Source: an optimization exercise on an open RTL-to-GDS flow (aim: small area, a short achievable clock period and few clock cycles). Production flows keep margins and buffers that such runs may drop. In this exercise RTL edits were held to simulation tests only and were not proved equivalent to the original. Power figures rest on the tool's default switching activity, not on a simulated workload.

$ cat design/flow/run.sh
#!/bin/bash
# synth_recipe.tcl (not shown) runs the flow's synth.tcl, then flattens the netlist and writes it again
# the make line also repeats each setting of config.mk as NAME=value (left out here)
make -C /OpenROAD-flow-scripts/flow DESIGN_CONFIG=/design/flow/config.mk WORK_HOME=/design/flow/orfs CLKGATE_MAP_FILE= SYNTH_SCRIPT=/design/flow/synth_recipe.tcl finish
$ cat design/flow/config.mk
export PLATFORM = sky130hd
export DESIGN_NAME = scc_expgain
export DESIGN_NICKNAME = scc_expgain
export VERILOG_FILES = /design/flow/design.v
export SDC_FILE = /design/flow/constraint.sdc
export NUM_CORES = 4
export LEC_CHECK = 0
export CAP_MARGIN = 20
export CORE_AREA = 5 5 185 185
export DIE_AREA = 0 0 190 190
export SLEW_MARGIN = 20
$ cat design/flow/constraint.sdc
create_clock -name core_clock -period 8.0 [get_ports {clk}]
set_input_delay 1.6000 -clock core_clock [delete_from_list [all_inputs] [get_ports {clk}]]
set_output_delay 1.6000 -clock core_clock [all_outputs]
set_load 0.01 [all_outputs]
$ cat design/flow/design.v
module scc_expgain (
    input  wire        clk,
    input  wire        rst,
    input  wire        cmd_valid,
    output wire        cmd_ready,
    input  wire [63:0] cmd_word,
    input  wire        ctx_inited,
    input  wire        ctx_mode_valid,
    input  wire [15:0] ctx_vts,
    output wire        bw_valid,
    output wire [15:0] bw_addr,
    output wire [7:0]  bw_data,
    input  wire        bw_ack,
    input  wire        bw_fail,
    output wire        rsp_valid,
    output wire [63:0] rsp_word,
    input  wire        rsp_ready,
    output wire [15:0] st_exp,
    output wire [8:0]  st_gain
);
    localparam [15:0] A_EXP_LO = 16'h1000;
    localparam [15:0] A_EXP_HI = 16'h1001;
    localparam [15:0] A_FL_LO  = 16'h1002;
    localparam [15:0] A_FL_HI  = 16'h1003;
    localparam [15:0] A_GAIN   = 16'h1004;
    localparam [7:0] OP_SETEXP     = 8'h05;
    localparam [7:0] OP_SETGAIN    = 8'h06;
    localparam [7:0] OP_SETEXPGAIN = 8'h07;
    localparam [7:0] ST_OK          = 8'h00;
    localparam [7:0] ST_CONTROL_BUS = 8'h50;
    localparam [7:0] ST_NO_MODE     = 8'h51;
    localparam [7:0] ST_NOT_INIT    = 8'hE0;
    localparam [7:0] ST_ILLEGAL     = 8'hF0;
    localparam NBAND = 54;
    localparam [1:0] S_IDLE   = 2'd0;
    localparam [1:0] S_DECODE = 2'd1;
    localparam [1:0] S_WRITE  = 2'd2;
    localparam [1:0] S_RESP   = 2'd3;
    reg [1:0]  state;
    reg [63:0] cur;
    reg        cur_inited;
    reg        cur_mode_valid;
    reg [15:0] cur_vts;
    reg [15:0] upc;
    reg [2:0]  wsel;       
    reg [63:0] rsp_r;
    reg [15:0] shutter_r;
    reg [16:0] frame_r;
    reg [8:0]  gain_r;
    reg        code_ok_r;
    reg [7:0]  code_r;
    reg [15:0] exp_q;
    reg [8:0]  gain_q;
    function [33:0] band_rom(input [5:0] k);
        begin
            case (k)
            6'd0:    band_rom = {13'd160, 13'd167, 8'd2};
            6'd1:    band_rom = {13'd167, 13'd177, 8'd8};
            6'd2:    band_rom = {13'd177, 13'd188, 8'd10};
            6'd3:    band_rom = {13'd188, 13'd203, 8'd12};
            6'd4:    band_rom = {13'd203, 13'd213, 8'd14};
            6'd5:    band_rom = {13'd213, 13'd219, 8'd19};
            6'd6:    band_rom = {13'd219, 13'd229, 8'd24};
            6'd7:    band_rom = {13'd229, 13'd237, 8'd27};
            6'd8:    band_rom = {13'd237, 13'd248, 8'd33};
            6'd9:    band_rom = {13'd248, 13'd257, 8'd38};
            6'd10:    band_rom = {13'd257, 13'd269, 8'd42};
            6'd11:    band_rom = {13'd269, 13'd277, 8'd46};
            6'd12:    band_rom = {13'd277, 13'd291, 8'd49};
            6'd13:    band_rom = {13'd291, 13'd303, 8'd52};
            6'd14:    band_rom = {13'd303, 13'd311, 8'd54};
            6'd15:    band_rom = {13'd311, 13'd323, 8'd56};
            6'd16:    band_rom = {13'd323, 13'd333, 8'd61};
            6'd17:    band_rom = {13'd333, 13'd353, 8'd66};
            6'd18:    band_rom = {13'd353, 13'd365, 8'd70};
            6'd19:    band_rom = {13'd365, 13'd382, 8'd74};
            6'd20:    band_rom = {13'd382, 13'd402, 8'd76};
            6'd21:    band_rom = {13'd402, 13'd415, 8'd80};
            6'd22:    band_rom = {13'd415, 13'd432, 8'd83};
            6'd23:    band_rom = {13'd432, 13'd446, 8'd86};
            6'd24:    band_rom = {13'd446, 13'd461, 8'd89};
            6'd25:    band_rom = {13'd461, 13'd483, 8'd94};
            6'd26:    band_rom = {13'd483, 13'd498, 8'd97};
            6'd27:    band_rom = {13'd498, 13'd513, 8'd100};
            6'd28:    band_rom = {13'd513, 13'd544, 8'd106};
            6'd29:    band_rom = {13'd544, 13'd574, 8'd109};
            6'd30:    band_rom = {13'd574, 13'd611, 8'd115};
            6'd31:    band_rom = {13'd611, 13'd643, 8'd118};
            6'd32:    band_rom = {13'd643, 13'd672, 8'd124};
            6'd33:    band_rom = {13'd672, 13'd702, 8'd130};
            6'd34:    band_rom = {13'd702, 13'd738, 8'd136};
            6'd35:    band_rom = {13'd738, 13'd766, 8'd142};
            6'd36:    band_rom = {13'd766, 13'd803, 8'd147};
            6'd37:    band_rom = {13'd803, 13'd832, 8'd149};
            6'd38:    band_rom = {13'd832, 13'd877, 8'd154};
            6'd39:    band_rom = {13'd877, 13'd927, 8'd160};
            6'd40:    band_rom = {13'd927, 13'd977, 8'd162};
            6'd41:    band_rom = {13'd977, 13'd1027, 8'd168};
            6'd42:    band_rom = {13'd1027, 13'd1069, 8'd172};
            6'd43:    band_rom = {13'd1069, 13'd1119, 8'd178};
            6'd44:    band_rom = {13'd1119, 13'd1170, 8'd180};
            6'd45:    band_rom = {13'd1170, 13'd1214, 8'd184};
            6'd46:    band_rom = {13'd1214, 13'd1262, 8'd188};
            6'd47:    band_rom = {13'd1262, 13'd1312, 8'd193};
            6'd48:    band_rom = {13'd1312, 13'd1363, 8'd195};
            6'd49:    band_rom = {13'd1363, 13'd1408, 8'd199};
            6'd50:    band_rom = {13'd1408, 13'd1456, 8'd228};
            6'd51:    band_rom = {13'd1456, 13'd1504, 8'd228};
            6'd52:    band_rom = {13'd1504, 13'd1601, 8'd229};
            6'd53:    band_rom = {13'd1601, 13'd1696, 8'd234};
            default:  band_rom = 34'd0;
            endcase
        end
    endfunction
    wire [7:0]  op    = cur[63:56];
    wire [27:0] opa   = cur[55:28];
    wire [27:0] opb   = cur[27:0];
    wire is_exp     = (op == OP_SETEXP);
    wire is_gain    = (op == OP_SETGAIN);
    wire is_expgain = (op == OP_SETEXPGAIN);
    wire legal = (is_exp && opb == 28'd0) ||
                 (is_gain && opa == 28'd0) ||
                 is_expgain;
    wire [19:0] exp_clamped = (opa > 28'hFFFFF) ? 20'hFFFFF : opa[19:0];
    wire [15:0] shutter     = exp_clamped[19:4];
    wire [16:0] shutter_p4  = {1'b0, shutter} + 17'd4;
    wire [16:0] frame_len   = (shutter_p4 > {1'b0, cur_vts}) ? shutter_p4 : {1'b0, cur_vts};
    wire [8:0] gain_hi   = is_expgain ? 9'd159 : 9'd511;
    wire [8:0] gain_clamped = (opb < 28'd16) ? 9'd16 :
                              (opb > {19'd0, gain_hi}) ? gain_hi : opb[8:0];
    wire [12:0] gain_x10 = gain_clamped * 13'd10;
    reg        code_ok;
    reg [7:0]  code;
    reg [33:0] band;
    integer    k;
    always @(*) begin
        code_ok = 1'b0;
        code    = 8'd0;
        band    = 34'd0;
        if (gain_clamped == 9'd16) begin
            code_ok = 1'b1;
            code    = 8'h01;
        end else begin
            for (k = 0; k < NBAND; k = k + 1) begin
                band = band_rom(k[5:0]);
                if (!code_ok && band[33:21] < gain_x10 && gain_x10 <= band[20:8]) begin
                    code_ok = 1'b1;
                    code    = band[7:0];
                end
            end
        end
    end
    always @(posedge clk) begin
        if (rst) begin
            state  <= S_IDLE;
            upc    <= 16'd0;
            wsel   <= 3'd0;
            exp_q  <= 16'd0;
            gain_q <= 9'd0;
        end else begin
            case (state)
                S_IDLE: begin
                    if (cmd_valid) begin
                        cur            <= cmd_word;
                        cur_inited     <= ctx_inited;
                        cur_mode_valid <= ctx_mode_valid;
                        cur_vts        <= ctx_vts;
                        upc            <= 16'd0;
                        state          <= S_DECODE;
                    end
                end
                S_DECODE: begin
                    shutter_r <= shutter;
                    frame_r   <= frame_len;
                    gain_r    <= gain_clamped;
                    code_ok_r <= code_ok;
                    code_r    <= code;
                    if (!legal) begin
                        rsp_r <= {ST_ILLEGAL, 56'd0};
                        state <= S_RESP;
                    end else if (!cur_inited) begin
                        rsp_r <= {ST_NOT_INIT, 56'd0};
                        state <= S_RESP;
                    end else if (!is_gain && !cur_mode_valid) begin
                        rsp_r <= {ST_NO_MODE, 56'd0};
                        state <= S_RESP;
                    end else if (is_gain) begin
                        if (code_ok) begin
                            wsel  <= 3'd4;
                            upc   <= 16'd0;
                            state <= S_WRITE;
                        end else begin
                            gain_q <= gain_clamped;
                            rsp_r  <= {ST_OK, 56'd0};
                            state  <= S_RESP;
                        end
                    end else begin
                        wsel  <= 3'd0;
                        upc   <= 16'd0;
                        state <= S_WRITE;
                    end
                end
                S_WRITE: begin
                    if (bw_ack) begin
                        if (bw_fail) begin
                            rsp_r <= {ST_CONTROL_BUS, 8'd0, upc, 32'd0};
                            upc   <= 16'd0;
                            state <= S_RESP;
                        end else if (wsel == 3'd3) begin
                            exp_q <= shutter_r;
                            if (is_expgain && code_ok_r) begin
                                wsel <= 3'd4;
                                upc  <= upc + 16'd1;
                            end else begin
                                if (is_expgain)
                                    gain_q <= gain_r;
                                rsp_r <= {ST_OK, 56'd0};
                                upc   <= 16'd0;
                                state <= S_RESP;
                            end
                        end else if (wsel == 3'd4) begin
                            gain_q <= gain_r;
                            rsp_r  <= {ST_OK, 56'd0};
                            upc    <= 16'd0;
                            state  <= S_RESP;
                        end else begin
                            wsel <= wsel + 3'd1;
                            upc  <= upc + 16'd1;
                        end
                    end
                end
                S_RESP: begin
                    if (rsp_ready)
                        state <= S_IDLE;
                end
            endcase
        end
    end
    reg [15:0] addr_mux;
    reg [7:0]  data_mux;
    always @(*) begin
        case (wsel)
            3'd0:    begin addr_mux = A_EXP_LO; data_mux = shutter_r[7:0];  end
            3'd1:    begin addr_mux = A_EXP_HI; data_mux = shutter_r[15:8]; end
            3'd2:    begin addr_mux = A_FL_LO;  data_mux = frame_r[7:0];    end
            3'd3:    begin addr_mux = A_FL_HI;  data_mux = frame_r[15:8];   end
            default: begin addr_mux = A_GAIN;   data_mux = code_r;          end
        endcase
    end
    assign cmd_ready = (state == S_IDLE);
    assign bw_valid  = (state == S_WRITE);
    assign bw_addr   = addr_mux;
    assign bw_data   = data_mux;
    assign rsp_valid = (state == S_RESP);
    assign rsp_word  = rsp_r;
    assign st_exp    = exp_q;
    assign st_gain   = gain_q;
endmodule
==> notes.md <==
Reg power frac: 45.2%
P per Cell Area: 210 nW/um^2
Setup TNS: 0 ns
Post-synthesis cell type count: 102
Worst path buffer plus inverter count: 4
Final period utilization: 85.4%
Final setup viols: 0
CTS Hold Bufs: 0
CP dominant cell by count: buf_4
Post-CTS setup buffers: 0
Combinational share of power: 26.3%
# IOs: 204
First-pass GRT wire length: 51,800 um
Total GRT Usage: 18.4%
Synth warn: 1
WL met1: 15,300 um
Cell Int Power: 2.01 mW
Clk pwr share: 28.5%
Peak supply drop: 169 uV
WL met2: 15,000 um
Sequential-to-total area share from yosys stat: 47.4%
Leakage: 4.77 nW
Num rows: 66
# fillers: 3,089
CP cell instances: nor4_2 > and4_4 > nand2_4 > or4_2 > ha_1 > ha_1 > a211oi_2 > nor2_1 > nor2_1 > buf_4 > o21ai_2 > a21oi_1 > o22ai_1 > o31ai_1 > nand4_1 > o41ai_4 > buf_4 > inv_2 > a2111oi_4 > buf_4
Critical Path AT: 6.95 ns
Die ar.: 36,100 um^2
CTS sink cnt: 198
P_sw: 913 uW
CTS tree: done
Routability congestion estimate: 0.979
Diodes inserted: 0
Number of global-route vias before repair: 9,033
FF/Latch Area: 5490 um^2
Initial Util: 35.9%
Min cycle time layout: 6.83 ns
Post-CTS sizing: 0
Area occupied by multi-input gates: 5400 um^2
Main synth FF type: edfxtp_1
CP max FO: 20
Clk buf depth: 2
Vias per Instance: 5.40
CP startpoint kind: flip-flop
Final hold vios: 0
Fmax: 146 MHz
Reg clk slew, reported paths: 0.08 ns
Cell with the most instances after synthesis: edfxtp_1
Initial DRT Pass Iterations: 5
Share of layout cells above drive strength 1: 12.3%
RSZ-0062 raised after global routing: no
Root Buffer Master: clkbuf_16
Worst min path class: reg2reg
Die width: 190 um
CP Class: reg2reg
Die Span Y: 190 um
CP delay by family, top: simple AND/OR/NAND/NOR gates
Clock H-tree levels: 4
Initial antenna violation count: 0
Cells after Synth: 1,135
Synth Area per Inst: 10.2 um^2
Worst Tran Pin Value: 1.00 ns
WP data required: 8.12 ns
Skew-Pair Late Insertion Delay: 0.45 ns
Initial DRC count: 779
Num CTS Buffers: 17
Max_cap viols: 0
Nets: 1,407
Synth area leader: edfxtp_1
DR top layer: met4
Asr flop ratio synth: 0%
Final wirelength: 34,400 um
Synth area leaders: edfxtp_1 39%, dfxtp_1 8.0%, ha_1 4.5%
Synth Register Bits: 198
Total gr overflow: 0
Wire length per cell: 19.9 um
Switching portion of total power: 31.2%
Drc violations: 0
Vias post-DR: 9,346
CORE AREA: 32,300 um^2
Clock skew: 0.0211 ns
Placed wire-length estimate: 26,800 um
Synth Cell Area: 11,600 um^2
Hold slack final: 0.458 ns
Area Overhead vs Synth: 20.2%
Top post-synthesis cells by count: 152 x edfxtp_1, 107 x nand2_1, 104 x nor2_1
Critical path's slowest cell: or4_2
CP endpoint kind: flip-flop
Max-slew headroom: 33.3%
Fin. max-slew vios: 0
Post-synth EDFFs: 152
Slowest cell delay on critical path: 0.80 ns
Metal3 WL: 2950 um
Largest net degree at the start of global routing: 81
Input/output buffers: 147
Status: no timing/DRC/antenna violations
Yosys top cell area share: 39.4%
Antenna Nets Post-Route: 0
state kept, by name, indices dropped and copies added (netlist names):
signal	flops
cur	64
rsp_r	20
cur_vts	16
exp_q	16
frame_r	16
shutter_r	16
upc	16
gain_q	9
gain_r	9
code_r	8
wsel	3
state	2
code_ok_r	1
cur_inited	1
cur_mode_valid	1
cells in the final DEF, fill, tap and decap left out, drive strengths merged, types with 5 or more instances in the layout:
cell type      count
a2111oi            6
a211o              9
a211oi            22
a21o               6
a21oi             62
a222oi             8
a311oi             6
a31o               8
a31oi             13
and2               7
and3              17
buf               31
clkbuf            19
clkdlybuf4s50    147
clkinv             9
conb              56
dfxtp             46
edfxtp           152
ha                42
inv               56
mux2              24
mux2i             12
nand2            109
nand2b             7
nand3             22
nand4             20
nor2             105
nor2b              8
nor3              39
nor4              24
o211ai            11
o21a              15
o21ai             49
o22ai             11
o31ai              5
or2               15
or3                6
xnor2             16
xor2               7
power groups by stage:
stage | combinational (mW) | clock (mW) | sequential (mW)
after floorplan | 0.468 | 0 | 1.35
after global placement | 0.768 | 0 | 1.34
after detailed placement | 0.776 | 0 | 1.35
after CTS | 0.778 | 0.857 | 1.32
after global routing | 0.835 | 0.897 | 1.34
final | 0.770 | 0.833 | 1.32
logic make-up (layout without fill, tap and decap cells):
family / after synthesis / in the layout / share of synthesized area, %
xor+xnor: 23 / 23 / 1.74
fa+ha+maj: 43 / 43 / 4.71
mux: 36 / 36 / 3.37
buf+inv: 162 / 262 / 8.12
compound gates: 271 / 271 / 17.0
simple gates: 400 / 400 / 17.6
flops: 198 / 198 / 47.4
other cells: 2 / 56 / 0.0649
worst paths after layout:
check | from | to | slack (ns) | depth (start not counted)
worst min register to register | exp_q[5]$_SDFFE_PP0P_ | exp_q[5]$_SDFFE_PP0P_ | 0.46 | 2
worst min-delay path | exp_q[5]$_SDFFE_PP0P_ | exp_q[5]$_SDFFE_PP0P_ | 0.46 | 2
worst max-delay path | cur[13]$_DFFE_PP_ | rsp_r[43]$_SDFFCE_PN0P_ | 1.17 | 20
worst max register to register | cur[13]$_DFFE_PP_ | rsp_r[43]$_SDFFCE_PN0P_ | 1.17 | 20
metrics by stage:
| step | total power [mW] | instances | worst slack [ns] | cell area [um^2] | utilization, % |
|---|---|---|---|---|---|
| after floorplan | 1.82 | 1189 | 1.13 | 11800 | - |
| after global placement | 2.11 | 1699 | 1.24 | 13300 | 41.3 |
| after detailed placement | 2.12 | 1699 | 1.27 | 13300 | 41.3 |
| after CTS | 2.96 | 1731 | 1.18 | 13900 | 43.1 |
| after global routing | 3.07 | 1731 | 0.812 | 13900 | 43.1 |
| final | 2.93 | 1731 | 1.17 | 13900 | 43.1 |
tightest hold or removal path, stage by stage (launching register included):
cell	delay [ns]
dfxtp_1	0.31
nand2_1	0.05
a21oi_1	0.05
final cells by class:
cell class                 instances  area share, %
clock inverter                    13           1.01
inverter                          52           1.40
timing repair buffer             178           12.3
sequential                       198           39.4
tap                              442           3.98
clock buffer                      19           3.11
multi-input combinational        829           38.8
routing by layer:
metal,up-vias,GRT usage [%]
li1,4403,-
met1,4455,25.3
met2,425,27.4
met3,63,5.27
met4,0,6.96
met5,-,0
Testbench counts, summed over its fixed seeds: cycles 21,026.

[port drivers added, routing unchanged]
The results above use ideal ports. As a check the final layout listed here was re-extracted and re-timed, cells and wires unchanged.
Step 1 sets driving cells, clkbuf_16 on the clock port and buf_2 on the other inputs (assumed; they add their load-dependent delay and slew).
Step 2 moves the port delays by t, midway between the first and last clock arrival at a register: inputs arrive t later, outputs are due t later. That takes back most of the time a late clock gives input paths.
Three values: ideal, step 1, step 2; two values: the first two.
shift t [ns]: 0.485
setup WS [ns]: 1.170 / 1.170 / 1.170
worst hold slack (ns): 0.458 / 0.458 / 0.458
latest minus earliest clock arrival (ns): 0.021 / 0.021
cell pins on the clock port's net: 1
After both steps this run still meets setup and hold. For this run, drivers alone change the setup slack by 0.000 ns; drivers and shift together by 0.000 ns.
